From an optimization exercise on the open Yosys and OpenROAD flow, aimed at small area; shortcuts taken in it are not production practice.
Function was checked by simulation only, so behaviour that the tests miss may differ from the original.

old:
==> module wavegen, before the edit <==
module wavegen (
    input  wire        clk,
    input  wire        rst,             
    input  wire [7:0]  cmd,
    input  wire        cmd_valid,
    output wire        cmd_ready,
    output wire        pin,
    output wire        running,
    output wire [31:0] freq_out,
    output wire [31:0] inc_out,
    output wire [7:0]  duty_high_out,
    output wire [7:0]  duty_low_out
);
    localparam [13:0] TICK_BASE = 14'd12500;    
    localparam [13:0] K_MAX     = 14'd10000;    
    localparam [13:0] K_RESET   = 14'd20;       
    localparam [3:0]  N_RESET   = 4'd5;         
    reg [13:0] k;            
    reg        inc_sel;      
    reg [3:0]  n;            
    reg        run;          
    reg [13:0] kp;           
    reg [13:0] kc;           
    reg [13:0] acc;          
    reg [3:0]  pat;          
    reg [3:0]  f0, f1, f2, f3;   
    reg [3:0]  cur;          
    reg [3:0]  rem;          
    wire [3:0] op   = cmd[7:4];
    wire       sel  = cmd[0];
    wire       zero = (cmd[3:1] == 3'b000);
    wire       acc_ok = cmd_valid && cmd_ready && zero;
    wire c_start = acc_ok && op == 4'h1 && !sel;
    wire c_inc   = acc_ok && op == 4'h2;
    wire c_dec   = acc_ok && op == 4'h3;
    wire c_sel   = acc_ok && op == 4'h4;
    wire c_step  = acc_ok && op == 4'h5 && !sel;
    wire c_sync  = acc_ok && op == 4'h6 && !sel;
    wire c_stop  = acc_ok && op == 4'h7 && !sel;
    wire [13:0] by = sel ? 14'd10 : 14'd1;
    wire [13:0] k_sum = k + (c_dec ? (sel ? 14'h3ff6 : 14'h3fff) : by);
    wire k_top  = k[13] & k[10] & k[9] & k[8];             
    wire k_hi   = sel ? (k_top & (k[4] | k[3] | (k[2] & k[1] & k[0])))    
                      : (k_top & k[4]);                                   
    wire k_low4 = ~|k[13:4];                               
    wire k_lo   = sel ? (k_low4 & (~k[3] | (~k[2] & ~(k[1] & k[0]))))    
                      : ~|k[13:1];                                        
    always @(posedge clk) begin
        if (rst) begin
            k       <= K_RESET;
            inc_sel <= 1'b1;
            n       <= N_RESET;
            run     <= 1'b0;
        end else begin
            if (c_inc)
                k <= k_hi ? K_MAX : k_sum;
            if (c_dec)
                k <= k_lo ? 14'd1 : k_sum;
            if (c_sel)
                inc_sel <= sel;
            if (c_step)
                n <= (n == 4'd1) ? 4'd2 : (n == 4'd2) ? 4'd3 : (n == 4'd3) ? 4'd4 :
                     (n == 4'd4) ? 4'd5 : (n == 4'd5) ? 4'd6 : (n == 4'd6) ? 4'd7 :
                     (n == 4'd7) ? 4'd8 : (n == 4'd8) ? 4'd9 : 4'd1;
            if (c_start)
                run <= 1'b1;
            if (c_stop)
                run <= 1'b0;
        end
    end
    wire do_start = c_start && !run;
    wire do_sync  = c_sync && run;
    wire [14:0] acc_sub = {1'b0, acc} - {1'b0, kc};
    wire        tick    = acc_sub[14];           
    wire        pull    = tick && (rem == 4'd0);
    reg  [3:0] hold;          
    wire [3:0] pat_next = (do_start || do_sync) ? n : pat;
    wire [13:0] kp_next = (do_start || do_sync) ? k : kp;
    always @(posedge clk) begin
        kp  <= kp_next;
        pat <= pat_next;
        hold <= {do_start, hold[3:1] | {3{do_start}}};
    end
    always @(posedge clk) begin
        if (pull || hold[0]) begin
            f0 <= f1;
            f1 <= f2;
            f2 <= f3;
            f3 <= pat;
        end
    end
    always @(posedge clk) begin
        if (do_start || tick) begin
            acc <= TICK_BASE;
            kc  <= kp_next;
        end else begin
            acc <= acc_sub[13:0];
        end
    end
    always @(posedge clk) begin
        if (rst) begin
            cur <= 4'd0;
        end else if (do_start) begin
            rem <= 4'd0;
            cur <= 4'd15;
        end else if (run && tick) begin
            if (rem == 4'd0) begin
                cur <= hold[0] ? pat : f0;
                rem <= 4'd9;
            end else begin
                rem <= rem - 4'd1;
            end
        end
    end
    wire [15:0] k3   = {2'b0, k} + {1'b0, k, 1'b0};
    wire [23:0] f_hz = {k, 10'd0} - {5'd0, k3, 3'd0};
    assign pin           = (cur != 4'd0) && (rem < cur);
    assign cmd_ready     = !hold[0] && !(run && tick);
    assign running       = run;
    assign freq_out      = {8'd0, f_hz};
    assign inc_out       = inc_sel ? 32'd10_000 : 32'd1_000;
    assign duty_high_out = (n == 4'd1) ? 8'd10 : (n == 4'd2) ? 8'd20 :
                           (n == 4'd3) ? 8'd30 : (n == 4'd4) ? 8'd40 :
                           (n == 4'd5) ? 8'd50 : (n == 4'd6) ? 8'd60 :
                           (n == 4'd7) ? 8'd70 : (n == 4'd8) ? 8'd80 : 8'd90;
    assign duty_low_out  = (n == 4'd1) ? 8'd90 : (n == 4'd2) ? 8'd80 :
                           (n == 4'd3) ? 8'd70 : (n == 4'd4) ? 8'd60 :
                           (n == 4'd5) ? 8'd50 : (n == 4'd6) ? 8'd40 :
                           (n == 4'd7) ? 8'd30 : (n == 4'd8) ? 8'd20 : 8'd10;
endmodule
clock: 8.0 ns
lec_check: 0
cap_margin: 20
core_margin: 2
core_utilization: 70
slew_margin: 20
standard.sh (not shown) runs the stock make flow with config.mk's settings and CLKGATE_MAP_FILE= SYNTH_SCRIPT=/design/flow/synth_recipe.tcl, a recipe that flattens the netlist after the stock synthesis.
==> flow/flow/run.sh <==
#!/bin/bash
# Layout flow: the standard flow, with these changes in how the layout is
# made (the design, clock and constraints are the standard flow's own):
#  * synthesis maps the combinational logic with an area-oriented ABC script
#    (flow/abc_area.script: deep AIG optimisation, area mapping, then gate
#    sizing only where ABC's delay estimate exceeds 4.2 ns) and without
#    ORFS's separate half/full-adder mapping; registers are mapped exactly as
#    in the standard synthesis;
#  * port buffers are the smallest buffer cell;
#  * constant outputs share one tie cell per value (no tie fanout repair);
#  * the clock tree uses clkbuf_8 buffers and no dummy loads.
# Each step's full output goes to a log file of its own in this folder.
set -euo pipefail
cd "$(dirname "$0")/.."
WORK=$PWD
rm -rf "$WORK/flow_scripts"
cp -r "$FLOW_HOME/scripts" "$WORK/flow_scripts"
cp "$WORK/flow/abc_area.script" "$WORK/flow_scripts/abc_speed.script"
KNOBS=(SCRIPTS_DIR="$WORK/flow_scripts" ADDER_MAP_FILE=)
bash standard.sh synth "${KNOBS[@]}" > "$WORK/flow_synth.log" 2>&1
bash standard.sh finish "${KNOBS[@]}" \
  SKIP_REPAIR_TIE_FANOUT=1 \
  BUFFER_PORTS_ARGS="-buffer_cell sky130_fd_sc_hd__buf_1" \
  CTS_ARGS="-sink_clustering_enable -repair_clock_nets -dont_use_dummy_load -buf_list {sky130_fd_sc_hd__clkbuf_8}" \
  > "$WORK/flow_finish.log" 2>&1
==> flow/flow/abc_area.script <==
strash
&get -n
&deepsyn -J 50 -T 120
&put
dch -f
amap
topo
upsize -D 4200
dnsize -D 4200
Input-level comparison between new and old:
--- a/flow/design.v
+++ b/flow/design.v
@@ -80,11 +80,16 @@
         kp  <= kp_next;
         pat <= pat_next;
         hold <= {do_start, hold[3:1] | {3{do_start}}};
     end
     always @(posedge clk) begin
-        if (pull || hold[0]) begin
+        if (do_start) begin
+            f0 <= n;
+            f1 <= n;
+            f2 <= n;
+            f3 <= n;
+        end else if (pull) begin
             f0 <= f1;
             f1 <= f2;
             f2 <= f3;
             f3 <= pat;
         end
@@ -100,14 +105,14 @@
     always @(posedge clk) begin
         if (rst) begin
             cur <= 4'd0;
         end else if (do_start) begin
             rem <= 4'd0;
-            cur <= 4'd15;
+            cur <= n;
         end else if (run && tick) begin
             if (rem == 4'd0) begin
-                cur <= hold[0] ? pat : f0;
+                cur <= f0;
                 rem <= 4'd9;
             end else begin
                 rem <= rem - 4'd1;
             end
         end
==> comparison <==
new | status: complete | timing, DRC, antenna: pass
Cmp new vs old: fraction of the mapped netlist area in compound gates higher in new
new: final instance count without filler cells is about 1.9% lower than what old reported.
Cmp old and new / final clock period utilization by the worst path / lower: new
Met3 layer wire length in the routed design in new vs old: up about 57%
Higher longest individual stage delay on the worst path goes to old over new.
Summary of the comparison: starting density of the core is lower in new, relative to old.

---

Setup of the reference run:
wavegen, a different RTL version from the one above (not shown whole).
For scale: ~620 cells after synthesis, roughly 94 I/O pins.
==> module wavegen, before the edit <==
module wavegen (
    input  wire        clk,
    input  wire        rst,             
    input  wire [7:0]  cmd,
    input  wire        cmd_valid,
    output wire        cmd_ready,
    output wire        pin,
    output wire        running,
    output wire [31:0] freq_out,
    output wire [31:0] inc_out,
    output wire [7:0]  duty_high_out,
    output wire [7:0]  duty_low_out
);
    localparam [13:0] TICK_BASE = 14'd12500;    
    localparam [13:0] K_MAX     = 14'd10000;    
    localparam [13:0] K_RESET   = 14'd20;       
    localparam [3:0]  N_RESET   = 4'd5;         
    reg [13:0] k;            
    reg        inc_sel;      
    reg [3:0]  n;            
    reg        run;          
    reg [13:0] kp;           
    reg [13:0] kc;           
    reg [13:0] acc;          
    reg [3:0]  pat;          
    reg [3:0]  f0, f1, f2, f3;   
    reg [3:0]  cur;          
    reg [3:0]  rem;          
    wire [3:0] op   = cmd[7:4];
    wire       sel  = cmd[0];
    wire       zero = (cmd[3:1] == 3'b000);
    wire       acc_ok = cmd_valid && cmd_ready && zero;
    wire c_start = acc_ok && op == 4'h1 && !sel;
    wire c_inc   = acc_ok && op == 4'h2;
    wire c_dec   = acc_ok && op == 4'h3;
    wire c_sel   = acc_ok && op == 4'h4;
    wire c_step  = acc_ok && op == 4'h5 && !sel;
    wire c_sync  = acc_ok && op == 4'h6 && !sel;
    wire c_stop  = acc_ok && op == 4'h7 && !sel;
    wire [13:0] by = sel ? 14'd10 : 14'd1;
    wire [13:0] k_sum = k + (c_dec ? (sel ? 14'h3ff6 : 14'h3fff) : by);
    wire k_hi = sel ? (k > 14'd9990) : (k == K_MAX);
    wire k_lo = sel ? (k <= 14'd10) : (k == 14'd1);
    always @(posedge clk) begin
        if (rst) begin
            k       <= K_RESET;
            inc_sel <= 1'b1;
            n       <= N_RESET;
            run     <= 1'b0;
        end else begin
            if (c_inc)
                k <= k_hi ? K_MAX : k_sum;
            if (c_dec)
                k <= k_lo ? 14'd1 : k_sum;
            if (c_sel)
                inc_sel <= sel;
            if (c_step)
                n <= (n == 4'd1) ? 4'd2 : (n == 4'd2) ? 4'd3 : (n == 4'd3) ? 4'd4 :
                     (n == 4'd4) ? 4'd5 : (n == 4'd5) ? 4'd6 : (n == 4'd6) ? 4'd7 :
                     (n == 4'd7) ? 4'd8 : (n == 4'd8) ? 4'd9 : 4'd1;
            if (c_start)
                run <= 1'b1;
            if (c_stop)
                run <= 1'b0;
        end
    end
    wire do_start = c_start && !run;
    wire do_sync  = c_sync && run;
    wire [14:0] acc_sub = {1'b0, acc} - {1'b0, kc};
    wire        tick    = acc_sub[14];           
    wire        pull    = tick && (rem == 4'd0);
    reg  [3:0] hold;          
    wire [3:0] pat_next = (do_start || do_sync) ? n : pat;
    wire [13:0] kp_next = (do_start || do_sync) ? k : kp;
    always @(posedge clk) begin
        kp  <= kp_next;
        pat <= pat_next;
        hold <= {do_start, hold[3:1] | {3{do_start}}};
    end
    always @(posedge clk) begin
        if (do_start) begin
            f0 <= n;
            f1 <= n;
            f2 <= n;
            f3 <= n;
        end else if (pull) begin
            f0 <= f1;
            f1 <= f2;
            f2 <= f3;
            f3 <= pat;
        end
    end
    always @(posedge clk) begin
        if (do_start || tick) begin
            acc <= TICK_BASE;
            kc  <= kp_next;
        end else begin
            acc <= acc_sub[13:0];
        end
    end
    always @(posedge clk) begin
        if (rst) begin
            cur <= 4'd0;
        end else if (do_start) begin
            rem <= 4'd0;
            cur <= n;
        end else if (run && tick) begin
            if (rem == 4'd0) begin
                cur <= f0;
                rem <= 4'd9;
            end else begin
                rem <= rem - 4'd1;
            end
        end
    end
    wire [15:0] k3   = {2'b0, k} + {1'b0, k, 1'b0};
    wire [23:0] f_hz = {k, 10'd0} - {5'd0, k3, 3'd0};
    assign pin           = (cur != 4'd0) && (rem < cur);
    assign cmd_ready     = !hold[0] && !(run && tick);
    assign running       = run;
    assign freq_out      = {8'd0, f_hz};
    assign inc_out       = inc_sel ? 32'd10_000 : 32'd1_000;
    assign duty_high_out = (n == 4'd1) ? 8'd10 : (n == 4'd2) ? 8'd20 :
                           (n == 4'd3) ? 8'd30 : (n == 4'd4) ? 8'd40 :
                           (n == 4'd5) ? 8'd50 : (n == 4'd6) ? 8'd60 :
                           (n == 4'd7) ? 8'd70 : (n == 4'd8) ? 8'd80 : 8'd90;
    assign duty_low_out  = (n == 4'd1) ? 8'd90 : (n == 4'd2) ? 8'd80 :
                           (n == 4'd3) ? 8'd70 : (n == 4'd4) ? 8'd60 :
                           (n == 4'd5) ? 8'd50 : (n == 4'd6) ? 8'd40 :
                           (n == 4'd7) ? 8'd30 : (n == 4'd8) ? 8'd20 : 8'd10;
endmodule
==> flow/config.mk <==
export PLATFORM = sky130hd
export DESIGN_NAME = wavegen
export DESIGN_NICKNAME = wavegen
export VERILOG_FILES = /design/flow/design.v
export SDC_FILE = /design/flow/constraint.sdc
export NUM_CORES = 4
export LEC_CHECK = 0
export CAP_MARGIN = 20
export CORE_MARGIN = 2
export CORE_UTILIZATION = 70
export SLEW_MARGIN = 20
==> flow/constraint.sdc <==
create_clock -name core_clock -period 8.0 [get_ports {clk}]
set_input_delay 1.6000 -clock core_clock [delete_from_list [all_inputs] [get_ports {clk}]]
set_output_delay 1.6000 -clock core_clock [all_outputs]
set_load 0.01 [all_outputs]
==> flow/flow/run.sh <==
#!/bin/bash
# Layout flow: the standard flow, with these changes in how the layout is
# made (the design, clock and constraints are the standard flow's own):
#  * synthesis maps the combinational logic with an area-oriented ABC script
#    (flow/abc_area.script) and without ORFS's separate half/full-adder
#    mapping; registers are mapped exactly as in the standard synthesis;
#  * port buffers are the smallest buffer cell;
#  * constant outputs share one tie cell per value (no tie fanout repair);
#  * the clock tree uses clkbuf_8 buffers and no dummy loads.
# Each step's full output goes to a log file of its own in this folder.
set -euo pipefail
cd "$(dirname "$0")/.."
WORK=$PWD
rm -rf "$WORK/flow_scripts"
cp -r "$FLOW_HOME/scripts" "$WORK/flow_scripts"
cp "$WORK/flow/abc_area.script" "$WORK/flow_scripts/abc_speed.script"
KNOBS=(SCRIPTS_DIR="$WORK/flow_scripts" ADDER_MAP_FILE=)
bash standard.sh synth "${KNOBS[@]}" > "$WORK/flow_synth.log" 2>&1
bash standard.sh finish "${KNOBS[@]}" \
  SKIP_REPAIR_TIE_FANOUT=1 \
  BUFFER_PORTS_ARGS="-buffer_cell sky130_fd_sc_hd__buf_1" \
  CTS_ARGS="-sink_clustering_enable -repair_clock_nets -dont_use_dummy_load -buf_list {sky130_fd_sc_hd__clkbuf_8}" \
  > "$WORK/flow_finish.log" 2>&1
==> flow/flow/abc_area.script <==
strash
&get -n
&deepsyn -T 20
&put
dch -f
amap
topo
The reference run: no failed stages, no open violations at the end
diff inputs: the reference run => the trial run
diff --git a/flow/design.v b/flow/design.v
--- a/flow/design.v
+++ b/flow/design.v
@@ -53,13 +53,11 @@
             if (c_dec)
                 k <= k_lo ? 14'd1 : k_sum;
             if (c_sel)
                 inc_sel <= sel;
             if (c_step)
-                n <= (n == 4'd1) ? 4'd2 : (n == 4'd2) ? 4'd3 : (n == 4'd3) ? 4'd4 :
-                     (n == 4'd4) ? 4'd5 : (n == 4'd5) ? 4'd6 : (n == 4'd6) ? 4'd7 :
-                     (n == 4'd7) ? 4'd8 : (n == 4'd8) ? 4'd9 : 4'd1;
+                n <= (n == 4'd9) ? 4'd1 : n + 4'd1;
             if (c_start)
                 run <= 1'b1;
             if (c_stop)
                 run <= 1'b0;
         end
@@ -67,31 +65,30 @@
     wire do_start = c_start && !run;
     wire do_sync  = c_sync && run;
     wire [14:0] acc_sub = {1'b0, acc} - {1'b0, kc};
     wire        tick    = acc_sub[14];           
     wire        pull    = tick && (rem == 4'd0);
+    reg  [1:0] rp;
     reg  [3:0] hold;          
     wire [3:0] pat_next = (do_start || do_sync) ? n : pat;
     wire [13:0] kp_next = (do_start || do_sync) ? k : kp;
     always @(posedge clk) begin
         kp  <= kp_next;
         pat <= pat_next;
         hold <= {do_start, hold[3:1] | {3{do_start}}};
     end
     always @(posedge clk) begin
-        if (do_start) begin
-            f0 <= n;
-            f1 <= n;
-            f2 <= n;
-            f3 <= n;
-        end else if (pull) begin
-            f0 <= f1;
-            f1 <= f2;
-            f2 <= f3;
-            f3 <= pat;
-        end
+        if (do_start || (pull && rp == 2'd0)) f0 <= pat_next;
+        if (do_start || (pull && rp == 2'd1)) f1 <= pat_next;
+        if (do_start || (pull && rp == 2'd2)) f2 <= pat_next;
+        if (do_start || (pull && rp == 2'd3)) f3 <= pat_next;
+        if (do_start)
+            rp <= 2'd0;
+        else if (pull)
+            rp <= rp + 2'd1;
     end
+    wire [3:0] head = (rp == 2'd0) ? f0 : (rp == 2'd1) ? f1 : (rp == 2'd2) ? f2 : f3;
     always @(posedge clk) begin
         if (do_start || tick) begin
             acc <= TICK_BASE;
             kc  <= kp_next;
         end else begin
@@ -104,11 +101,11 @@
         end else if (do_start) begin
             rem <= 4'd0;
             cur <= n;
         end else if (run && tick) begin
             if (rem == 4'd0) begin
-                cur <= f0;
+                cur <= head;
                 rem <= 4'd9;
             end else begin
                 rem <= rem - 4'd1;
             end
         end
@@ -118,14 +115,8 @@
     assign pin           = (cur != 4'd0) && (rem < cur);
     assign cmd_ready     = !hold[0] && !(run && tick);
     assign running       = run;
     assign freq_out      = {8'd0, f_hz};
     assign inc_out       = inc_sel ? 32'd10_000 : 32'd1_000;
-    assign duty_high_out = (n == 4'd1) ? 8'd10 : (n == 4'd2) ? 8'd20 :
-                           (n == 4'd3) ? 8'd30 : (n == 4'd4) ? 8'd40 :
-                           (n == 4'd5) ? 8'd50 : (n == 4'd6) ? 8'd60 :
-                           (n == 4'd7) ? 8'd70 : (n == 4'd8) ? 8'd80 : 8'd90;
-    assign duty_low_out  = (n == 4'd1) ? 8'd90 : (n == 4'd2) ? 8'd80 :
-                           (n == 4'd3) ? 8'd70 : (n == 4'd4) ? 8'd60 :
-                           (n == 4'd5) ? 8'd50 : (n == 4'd6) ? 8'd40 :
-                           (n == 4'd7) ? 8'd30 : (n == 4'd8) ? 8'd20 : 8'd10;
+    assign duty_high_out = {n, 3'b0} + {3'b0, n, 1'b0};
+    assign duty_low_out  = 8'd100 - duty_high_out;
 endmodule
==> comparison <==
- The trial run vs. the reference run: met1 track demand over resource went up by 2.3 points, final instance count without filler cells has increased, number of filler instances in the final layout up 6.6%, part of the cycle the worst path needs -6.2 points, number of global-route vias before repair picked up an extra 106.
- In the trial run the flip-flop and latch count turned out 2.1% higher than in the reference run.

-- afterwards: timing with drivers on the ports --
How much do the figures lean on ideal ports? The routed layouts below were timed once more, with nothing changed but the port constraints. Step 1: set_driving_cell puts a clkbuf_16 on clk and a buf_2 on each other input, an assumption about the parent block. Step 2 times the ports against the registers' clock, not the clock port: input delays grow and output delays shrink by t, the midpoint of the rising clock arrivals with the driver on. Slacks: ideal ports / drivers / drivers and shift; pairs: ideal ports / drivers.
| run | shift t [ns] | slack for setup (ns) | hold WS [ns] | latest minus earliest clock arrival (ns) | worst register clock-pin slew, ns |
|---|---|---|---|---|---|
| old | 0.372 | 1.239 / 1.210 / 1.582 | 0.412 / 0.412 / 0.412 | 0.036 / 0.036 | 0.10 / 0.10 |
| new | 0.371 | 1.449 / 1.419 / 1.790 | 0.429 / 0.429 / 0.429 | 0.031 / 0.032 | 0.10 / 0.10 |
| the reference run | 0.369 | 0.447 / 0.415 / 0.784 | 0.401 / 0.401 / 0.401 | 0.032 / 0.031 | 0.10 / 0.10 |
| the trial run | 0.381 | 0.943 / 0.912 / 1.293 | 0.421 / 0.421 / 0.421 | 0.019 / 0.018 | 0.09 / 0.09 |
After both steps setup and hold are still met in every run listed.
